This is an optimization exercise on Yosys and OpenROAD, whose aim is small area, a short achievable clock period and few clock cycles, not a production implementation.
Where RTL was checked, it was by simulation tests only, not by an equivalence proof against the original.
Power figures rest on the tool's default switching activity, not on a simulated workload.

## sc_codec
module sc_codec (
    input  wire        clk,
    input  wire        rst,
    input  wire        req_valid,
    output wire        req_ready,
    input  wire [63:0] req_word,
    input  wire [9:0]  req_len,
    input  wire        in_valid,
    output wire        in_ready,
    input  wire [7:0]  in_data,
    output wire        out_valid,
    input  wire        out_ready,
    output wire [7:0]  out_data,
    output wire        rsp_valid,
    input  wire        rsp_ready,
    output wire [63:0] rsp_word
);
clock: 8.0 ns
lec_check: 0
cap_margin: 20
core_margin: 2
core_utilization: 40
setup_slack_margin: 5.0
slew_margin: 20
standard.sh (not shown) runs the stock make flow with config.mk's settings and CLKGATE_MAP_FILE= SYNTH_SCRIPT=/design/flow/synth_recipe.tcl, a recipe that flattens the netlist after the stock synthesis.
==> flow/flow/run.sh <==
#!/bin/bash
# Own layout flow: the standard layout (standard.sh, step by step) with
#  - plain buffers on the ports instead of the slow clock-delay cell that
#    buffer_ports picks (flow/post_gp.tcl, after global placement);
#  - a clock tree of clkbuf_8 without dummy loads.
# Each step's output goes to a log file here (ORFS's own logs are in orfs/logs).
set -euo pipefail
W=$(pwd)
export POST_GLOBAL_PLACE_TCL=$W/flow/post_gp.tcl
export CTS_ARGS="-sink_clustering_enable -repair_clock_nets -dont_use_dummy_load -buf_list sky130_fd_sc_hd__clkbuf_8"
bash standard.sh synth > log_synth.txt 2>&1
bash standard.sh floorplan > log_floorplan.txt 2>&1
bash standard.sh place > log_place.txt 2>&1
bash standard.sh cts > log_cts.txt 2>&1
bash standard.sh route > log_route.txt 2>&1
bash standard.sh finish > log_finish.txt 2>&1
==> flow/flow/post_gp.tcl <==
# Replace the port buffers that buffer_ports inserted with plain buffers.
set nport 0
foreach inst [[ord::get_db_block] getInsts] {
  set name [$inst getName]
  if {[regexp {^(input|output)[0-9]+$} $name]} {
    set m [[$inst getMaster] getName]
    if {$m ne "sky130_fd_sc_hd__buf_2"} {
      replace_cell [get_cells $name] sky130_fd_sc_hd__buf_2
      incr nport
    }
  }
}
puts "post_gp: $nport port buffers replaced by sky130_fd_sc_hd__buf_2"
Then changed:
--- a/flow/design.v
+++ b/flow/design.v
@@ -76,16 +76,17 @@
     localparam F_COMB = 4'd3;
     localparam F_DONE = 4'd4;
     localparam F_CRCH = 4'd5;
     localparam F_CRCL = 4'd6;
     localparam F_STOP = 4'd7;
     localparam F_DATA = 4'd8;
     reg        rq_rdy;        
     reg        in_rdy;
+    reg        rq_rdy_o, in_rdy_o, ov_o;
     reg        rsp_v;
     reg        su;            
     reg        run;           
     reg        dn;            
     reg [3:0]  op;            
     reg [9:0]  rem;           
     reg        rz, r1;        
     reg [7:0]  y0, y1, yc;
@@ -197,17 +198,17 @@
     wire       hok;
     wire [3:0] hv;
     sc_hex_value u_hv (.ch(in_data), .ok(hok), .val(hv));
     wire [1:0] cp_inc = (cp == 2'd3) ? 2'd3 : cp + 2'd1;
     wire       tok_ok = (cp == 2'd2) && !tkb;
     wire       tok_l1 = (cp == 2'd1) && !tkb;    
     wire tx_take = in_take && textin;
     wire tf_set  = (in_take && bin_in) || e_ld || e_refill ||
-                   (tx_take && (in_ws ? tok_ok : (hok && rem_1 && tok_l1)));
+                   (tx_take && (in_ws ? (cp != 2'd0) : rem_1));
     wire mal_set = tx_take && (in_ws ? (cp != 2'd0 && !tok_ok)
                                      : (rem_1 && !(hok && tok_l1)));
     wire tf_n    = tf_set || (tf && !t_cons);
     wire       rem_nz_n = in_take ? !rem_1 : !rem_z;
     wire tf_nc  = (in_take && (bin_in || (textin && (cp != 2'd0 || rem_1)))) ||
                   e_ld || e_refill || (tf && !t_cons);
     wire cpred  = c_sink ||
                   (!sv_n && (c_parse || (o_fr && !hexm && fph_e == F_DATA)));
@@ -226,36 +227,43 @@
     wire su_fr  = o_fr && !fr_ovf;
     wire rsp_v_n = rsp_v ? !rsp_ready : ((dn || fin) && !ov_n);
     wire [3:0] rop  = req_word[3:0];
     wire       r_fr = (rop == 4'h8) || (rop == 4'hA);
     always @(posedge clk) begin
         if (rst) begin
             rq_rdy <= 1'b1;
             in_rdy <= 1'b0;
+            rq_rdy_o <= 1'b1;
+            in_rdy_o <= 1'b0;
+            ov_o     <= 1'b0;
             rsp_v  <= 1'b0;
             su     <= 1'b0;
             run    <= 1'b0;
             dn     <= 1'b0;
             tf     <= 1'b0;
             ov     <= 1'b0;
             sv     <= 1'b0;
         end else begin
             if (oload) O <= sv ? S : ech;
             if (push && ov && !pop) S <= ech;
             ov <= ov_n;
             sv <= sv_n;
+            ov_o <= push || sv || (ov && !out_ready);
             rsp_v  <= rsp_v_n;
             rq_rdy <= rq_rdy ? !req_valid : (rsp_v && rsp_ready);
+            rq_rdy_o <= (rq_rdy && !req_valid) || (rsp_v && rsp_ready);
             dn     <= rsp_v ? 1'b0 : ((dn || fin) && ov_n);
             su     <= req_take;
             if (fin) run <= 1'b0;
             if (req_take) run <= 1'b1;
             in_rdy <= req_take ? (req_len != 10'd0 && !r_fr)
                                : (run && !fin && rem_nz_n && (!tf_nc || cpred));
+            in_rdy_o <= (req_take && req_len != 10'd0 && !r_fr) ||
+                        (!rq_rdy && run && !fin && rem_nz_n && (!tf_nc || cpred));
             tf     <= rq_rdy ? r_fr : tf_n;
         end
         if (rq_rdy) begin
             rem <= req_len;
             rz  <= (req_len == 10'd0);
             r1  <= (req_len == 10'd1);
         end else if (in_take) begin
             rem <= rem - 10'd1;
@@ -366,15 +374,15 @@
             end
             if (!inreg && pos >= 3'd2 && tr != 2'd3) tr <= tr + 2'd1;
             lff <= (T == 8'hFF);
             ma  <= (T == y16[15:8]);
             mb  <= ma && (T == y16[7:0]);
             mc  <= mb;
         end
     end
-    assign req_ready = rq_rdy;
-    assign in_ready  = in_rdy;
+    assign req_ready = rq_rdy_o;
+    assign in_ready  = in_rdy_o;
     assign rsp_valid = rsp_v;
-    assign out_valid = ov;
+    assign out_valid = ov_o;
     assign out_data  = O;
     assign rsp_word  = {6'd0, yc[0], yc[7], 1'b0, yc[6:0], y16, yc, y1, y0, 5'd0, st};
 endmodule
=> The changed run finished clean. Global-route usage is higher by 0.15 points. Worst setup slack improved by 0.099 ns. Clock-buffer cell count does not change. Non-clock buffer count is lower by 15. Via count barely changes. Synthesized cell count is lower by 0.47%. Sequential power is higher by 4.2%. Cell count is lower by 1.4%. Power is lower by 7.1%. Wire length is lower by 0.61%. Area after synthesis is lower by 0.49%. First-iteration DRC count is higher by 3.4%.
Testbench counts after the change, summed over its fixed seeds: cycles 127,029.
The RTL of the first run of this note was laid out without a check of its function.

RTL: one of the versions met above, not the one the previous note started from.
For scale: roughly 1000 cells after synthesis, about 120 flip-flops, about 160 I/O pins.
==> flow/config.mk <==
export PLATFORM = sky130hd
export DESIGN_NAME = sc_codec
export DESIGN_NICKNAME = sc_codec
export VERILOG_FILES = /design/flow/design.v
export SDC_FILE = /design/flow/constraint.sdc
export NUM_CORES = 4
export LEC_CHECK = 0
export ABC_AREA = 1
export CAP_MARGIN = 20
export CORE_MARGIN = 2
export CORE_UTILIZATION = 40
export SETUP_SLACK_MARGIN = 5.0
export SLEW_MARGIN = 20
==> flow/constraint.sdc <==
create_clock -name core_clock -period 8.0 [get_ports {clk}]
set_input_delay 1.6000 -clock core_clock [delete_from_list [all_inputs] [get_ports {clk}]]
set_output_delay 1.6000 -clock core_clock [all_outputs]
set_load 0.01 [all_outputs]
==> flow/flow/run.sh <==
#!/bin/bash
# Own layout flow: the standard layout (standard.sh, step by step) with
#  - plain buffers on the ports (buf_1 on req_word and req_len, buf_2 elsewhere)
#    instead of the slow clock-delay cell that
#    buffer_ports picks (flow/post_gp.tcl, after global placement);
#  - a clock tree of clkbuf_4 under a clkbuf_8 root, without dummy loads.
# Each step's output goes to a log file here (ORFS's own logs are in orfs/logs).
set -euo pipefail
W=$(pwd)
export POST_GLOBAL_PLACE_TCL=$W/flow/post_gp.tcl
export CTS_ARGS="-sink_clustering_enable -repair_clock_nets -dont_use_dummy_load -root_buf sky130_fd_sc_hd__clkbuf_8 -buf_list sky130_fd_sc_hd__clkbuf_4"
bash standard.sh synth > log_synth.txt 2>&1
bash standard.sh floorplan > log_floorplan.txt 2>&1
bash standard.sh place > log_place.txt 2>&1
bash standard.sh cts > log_cts.txt 2>&1
bash standard.sh route > log_route.txt 2>&1
bash standard.sh finish > log_finish.txt 2>&1
==> flow/flow/post_gp.tcl <==
# Replace the port buffers that buffer_ports inserted (a slow clock-delay
# cell) with plain buffers: buf_1 on the request word and length inputs,
# which only load registers, and buf_2 on every other port.
set n1 0
set n2 0
foreach inst [[ord::get_db_block] getInsts] {
  set name [$inst getName]
  if {![regexp {^(input|output)[0-9]+$} $name]} { continue }
  set cell sky130_fd_sc_hd__buf_2
  set a [$inst findITerm A]
  if {$a ne "NULL" && [$a getNet] ne "NULL"} {
    set net [[$a getNet] getName]
    if {[string match {req_word*} $net] || [string match {req_len*} $net]} {
      set cell sky130_fd_sc_hd__buf_1
    }
  }
  if {[[$inst getMaster] getName] ne $cell} {
    replace_cell [get_cells $name] $cell
    if {$cell eq "sky130_fd_sc_hd__buf_1"} { incr n1 } else { incr n2 }
  }
}
puts "post_gp: port buffers replaced, $n1 by buf_1 and $n2 by buf_2"
The baseline completed with no timing, DRC or antenna violations.
Testbench counts at the start, summed over its fixed seeds: cycles 127,029.
Edit:
--- a/flow/design.v
+++ b/flow/design.v
@@ -157,20 +157,19 @@
                 F_AA:    nph = F_LEN;
                 F_LEN:   nph = F_TYPE;
                 F_TYPE:  nph = F_COMB;
                 F_CRCH:  nph = F_CRCL;
                 default: nph = F_STOP;
             endcase
     end
     wire [3:0] fph_e = e_adv ? nph : fph;
     wire e_ld     = e_adv && (nph == F_LEN || nph == F_TYPE || nph == F_COMB ||
-                              nph == F_CRCL || nph == F_STOP);
-    wire e_refill = run && c_emit && (fph == F_CRCH) && !tf;
+                              nph == F_CRCH || nph == F_CRCL || nph == F_STOP);
     wire [2:0] pos    = fph[2:0];
     reg  [2:0] pos_inc;
     always @* begin
         case (pos)
             3'd0: pos_inc = 3'd1;
             3'd1: pos_inc = 3'd2;
             3'd2: pos_inc = 3'd3;
             3'd3: pos_inc = 3'd4;
             3'd4: pos_inc = 3'd5;
@@ -196,28 +195,29 @@
     wire       in_ws = (in_data == 8'h20) ||
                        (in_data[7:3] == 5'b00001 && in_data[2:0] != 3'd0 && in_data[2:0] <= 3'd5);
     wire       hok;
     wire [3:0] hv;
     sc_hex_value u_hv (.ch(in_data), .ok(hok), .val(hv));
     wire [1:0] cp_inc = (cp == 2'd3) ? 2'd3 : cp + 2'd1;
     wire       tok_ok = (cp == 2'd2) && !tkb;
     wire       tok_l1 = (cp == 2'd1) && !tkb;    
     wire tx_take = in_take && textin;
-    wire tf_set  = (in_take && bin_in) || e_ld || e_refill ||
+    wire tf_set  = (in_take && bin_in) || e_ld ||
                    (tx_take && (in_ws ? (cp != 2'd0) : rem_1));
     wire mal_set = tx_take && (in_ws ? (cp != 2'd0 && !tok_ok)
                                      : (rem_1 && !(hok && tok_l1)));
     wire tf_n    = tf_set || (tf && !t_cons);
     wire       rem_nz_n = in_take ? !rem_1 : !rem_z;
     wire tf_nc  = (in_take && (bin_in || (textin && (cp != 2'd0 || rem_1)))) ||
-                  e_ld || e_refill || (tf && !t_cons);
+                  e_ld || (tf && !t_cons);
     wire cpred  = c_sink ||
-                  (!sv_n && (c_parse || (o_fr && !hexm && fph_e == F_DATA)));
+                  (!sv_n && (c_parse ||
+                             (o_fr && !hexm && (fph_e == F_DATA || (fph_e == F_COMB && !rem_z)))));
     wire fin = run && !su && (c_emit ? (fph == F_DONE) : (rem_z && !tf));
     reg  [2:0] d_st;
     always @* begin
         if (textin && mal)                  d_st = 3'd2;
         else if (pos != 3'd7)               d_st = 3'd3;
         else if (!b0ok || !lff)             d_st = 3'd4;
         else if (y0 < 8'd3 || tr != 2'd3)   d_st = 3'd5;
         else if (!mc)                       d_st = 3'd6;
         else                                d_st = 3'd0;
@@ -325,25 +325,24 @@
             st <= 3'd2;
         else if (fin && o_hdl)
             st <= mal ? 3'd2 : 3'd0;
         else if (fin && o_df)
             st <= d_st;
         if (rq_rdy)
             T <= r_fr ? 8'hAA : req_word[15:8];
         else if (in_take && bin_in)
             T <= in_data;
-        else if (e_refill)
-            T <= y16[15:8];
         else if (e_ld) begin
             case (nph)
                 F_LEN:   T <= y0;
                 F_TYPE:  T <= y1;
                 F_COMB:  T <= yc;
+                F_CRCH:  T <= e_crc ? crc_nx[15:8] : y16[15:8];
                 F_CRCL:  T <= y16[7:0];
                 default: T <= 8'hFF;
             endcase
         end
         if (in_take && (textin || o_tok) && cp == 2'd0) T[7:4] <= hv;
         if (in_take && (textin || o_tok) && cp == 2'd1) T[3:0] <= hv;
         if (su && o_hexb)
             cp <= 2'd0;
         else if (in_take && o_tok)
Core utilization barely changes.
Die area grows by 2.3%.
Cell area rose by 1.2%.
Global-route usage came out lower by 0.71 points.
Worst setup slack loses 0.073 ns.
Wire length rises by 2.6%.
Critical path depth fell by 2.
Synthesized area came out higher by 2.3%.
Clock skew came out higher by 0.012 ns.
Register-to-register slack got worse by 0.13 ns.
Clock power fell by about 2%.
Count of clock-buffer cells in the layout is unchanged.
Power decreases by 1.8%.
Via count rose by 2.3%.
Function not checked in the second run of this note: the RTL went through the layout flow alone.

Setup of rev 12:
Starting RTL as in the previous note.
export LEC_CHECK = 0
export ABC_AREA = 1
export CAP_MARGIN = 20
export CORE_MARGIN = 2
export CORE_UTILIZATION = 40
export SETUP_SLACK_MARGIN = 5.0
export SLEW_MARGIN = 20
create_clock -name core_clock -period 8.0 [get_ports {clk}]
==> flow/flow/run.sh <==
#!/bin/bash
# Own layout flow: the standard layout (standard.sh, step by step) with
#  - plain buffers on the ports (buf_1 on req_word and req_len, buf_2 elsewhere)
#    instead of the slow clock-delay cell that
#    buffer_ports picks (flow/post_gp.tcl, after global placement);
#  - a clock tree of clkbuf_8 without dummy loads;
#  - setup repair aiming at a slack of FLOW_MARGIN ns (standard.sh's make
#    command, with only SETUP_SLACK_MARGIN changed).
# Each step's output goes to a log file here (ORFS's own logs are in orfs/logs).
set -euo pipefail
W=$(pwd)
FLOW_MARGIN=5.3
export POST_GLOBAL_PLACE_TCL=$W/flow/post_gp.tcl
export CTS_ARGS="-sink_clustering_enable -repair_clock_nets -dont_use_dummy_load -buf_list sky130_fd_sc_hd__clkbuf_8"
sed "s/SETUP_SLACK_MARGIN=[0-9.]*/SETUP_SLACK_MARGIN=$FLOW_MARGIN/" standard.sh > own_standard.sh
grep -q "SETUP_SLACK_MARGIN=$FLOW_MARGIN" own_standard.sh
bash own_standard.sh synth > log_synth.txt 2>&1
bash own_standard.sh floorplan > log_floorplan.txt 2>&1
bash own_standard.sh place > log_place.txt 2>&1
bash own_standard.sh cts > log_cts.txt 2>&1
bash own_standard.sh route > log_route.txt 2>&1
bash own_standard.sh finish > log_finish.txt 2>&1
Scripts as last shown in full above: flow/flow/post_gp.tcl
Testbench counts of rev 12, summed over its fixed seeds: cycles 127,029.
[inputs] rev 13 vs rev 12
--- a/flow/design.v
+++ b/flow/design.v
@@ -82,13 +82,12 @@
     reg        rq_rdy;        
     reg        in_rdy;
     reg        rq_rdy_o, in_rdy_o, ov_o;
     reg        rsp_v;
     reg        su;            
     reg        run;           
-    reg        dn;            
     reg [3:0]  op;            
     reg [9:0]  rem;           
     reg        rz, r1;        
     reg [7:0]  y0, y1, yc;
     reg [15:0] y16;
     reg [2:0]  st;
@@ -208,55 +207,55 @@
                                      : (rem_1 && !(hok && tok_l1)));
     wire tf_n    = tf_set || (tf && !t_cons);
     wire       rem_nz_n = in_take ? !rem_1 : !rem_z;
     wire tf_nc  = (in_take && (bin_in || (textin && (cp != 2'd0 || rem_1)))) ||
                   e_ld || e_refill || (tf && !t_cons);
     wire cpred  = c_sink ||
-                  (!sv_n && (c_parse || (o_fr && !hexm && fph_e == F_DATA)));
-    wire fin = run && !su && (c_emit ? (fph == F_DONE) : (rem_z && !tf));
+                  (!sv_n && (c_parse ||
+                             (o_fr && !hexm && (fph_e == F_DATA || (fph_e == F_COMB && !rem_z)))));
+    wire fin_e = run && c_emit && (fph == F_DONE) && !ov_n;
+    wire fin   = run && !su && !c_emit && rem_z && !tf && !ov;
     reg  [2:0] d_st;
     always @* begin
         if (textin && mal)                  d_st = 3'd2;
         else if (pos != 3'd7)               d_st = 3'd3;
         else if (!b0ok || !lff)             d_st = 3'd4;
         else if (y0 < 8'd3 || tr != 2'd3)   d_st = 3'd5;
         else if (!mc)                       d_st = 3'd6;
         else                                d_st = 3'd0;
     end
     wire d_err  = fin && o_df && (d_st != 3'd0);
     wire fr_ovf = o_fr && (rem >= 10'd253);
     wire su_fr  = o_fr && !fr_ovf;
-    wire rsp_v_n = rsp_v ? !rsp_ready : ((dn || fin) && !ov_n);
+    wire rsp_v_n = rsp_v ? !rsp_ready : (fin || fin_e);
     wire [3:0] rop  = req_word[3:0];
     wire       r_fr = (rop == 4'h8) || (rop == 4'hA);
     always @(posedge clk) begin
         if (rst) begin
             rq_rdy <= 1'b1;
             in_rdy <= 1'b0;
             rq_rdy_o <= 1'b1;
             in_rdy_o <= 1'b0;
             ov_o     <= 1'b0;
             rsp_v  <= 1'b0;
             su     <= 1'b0;
             run    <= 1'b0;
-            dn     <= 1'b0;
             tf     <= 1'b0;
             ov     <= 1'b0;
             sv     <= 1'b0;
         end else begin
             if (oload) O <= sv ? S : ech;
             if (push && ov && !pop) S <= ech;
             ov <= ov_n;
             sv <= sv_n;
             ov_o <= push || sv || (ov && !out_ready);
             rsp_v  <= rsp_v_n;
             rq_rdy <= rq_rdy ? !req_valid : (rsp_v && rsp_ready);
             rq_rdy_o <= (rq_rdy && !req_valid) || (rsp_v && rsp_ready);
-            dn     <= rsp_v ? 1'b0 : ((dn || fin) && ov_n);
             su     <= req_take;
-            if (fin) run <= 1'b0;
+            if (fin || fin_e) run <= 1'b0;
             if (req_take) run <= 1'b1;
             in_rdy <= req_take ? (req_len != 10'd0 && !r_fr)
                                : (run && !fin && rem_nz_n && (!tf_nc || cpred));
             in_rdy_o <= (req_take && req_len != 10'd0 && !r_fr) ||
                         (!rq_rdy && run && !fin && rem_nz_n && (!tf_nc || cpred));
             tf     <= rq_rdy ? r_fr : tf_n;
==> comparison <==
- On normalized max-slew margin, rev 12 loses to rev 13.
- Rev 13 vs rev 12 on final worst-path cycle share: rev 13 is the higher one.
- [rev 13 vs rev 12] worst hold slack: lower in rev 13
- In the flow results for rev 12 and rev 13, the non-clock buffer count is larger on rev 13.
- Rev 13 reports a lower portion of total power attributed to sequential cells than rev 12 does.
- Setup slack on rev 13 is behind rev 12.
- In rev 13 the layout inverter count without the clock tree turned out 4.4% higher than in rev 12.
- Fraction of layout instances using a drive strength above 1 essentially unchanged between rev 12 and rev 13.
- The number of global-route vias before repair of rev 13 falls short of that of rev 12 by 32.
- Changes observed in rev 13 relative to rev 12: register-to-register slack went down by 0.08 ns, post-CTS repair timing setup buffer count went down by 11%.
Function not checked in rev 13: the RTL went through the layout flow alone.

[afterwards: timing with drivers on the ports]
No port has a modelled driver above. Below, the same layouts with a new extraction and two added sets of constraints.
Step 1: set_driving_cell puts a clkbuf_16 on clk and a buf_2 on each other input, an assumption about the parent block.
Step 2 times the ports against the registers' clock, not the clock port: input delays grow and output delays shrink by t, the midpoint of the rising clock arrivals with the driver on.
a / b / c = ideal ports / drivers / drivers and shift; a / b = the first two.
| run | t (ns) | slack for setup (ns) | clock arrival spread, ns | worst register clock-pin slew, ns | cell pins on the clock port's net |
|---|---|---|---|---|---|
| the first run of note 1 | 0.484 | 4.940 / 4.933 / 4.448 | 0.032 / 0.031 | 0.08 / 0.08 | 1 |
| the second run of note 1 | 0.490 | 5.039 / 5.039 / 4.649 | 0.026 / 0.026 | 0.08 / 0.08 | 1 |
| the first run of note 2 | 0.465 | 5.133 / 5.153 / 4.688 | 0.032 / 0.032 | 0.11 / 0.11 | 1 |
| the second run of note 2 | 0.466 | 5.060 / 5.060 / 4.679 | 0.044 / 0.044 | 0.12 / 0.12 | 1 |
| rev 12 | 0.487 | 5.268 / 5.228 / 4.867 | 0.035 / 0.035 | 0.08 / 0.08 | 1 |
| rev 13 | 0.485 | 5.160 / 5.117 / 4.897 | 0.024 / 0.025 | 0.08 / 0.08 | 1 |
After both steps every run listed still meets setup and hold. The setup slack of the first run of note 1, which loses most, moves by -0.007 ns with the drivers and by -0.492 ns with both steps.
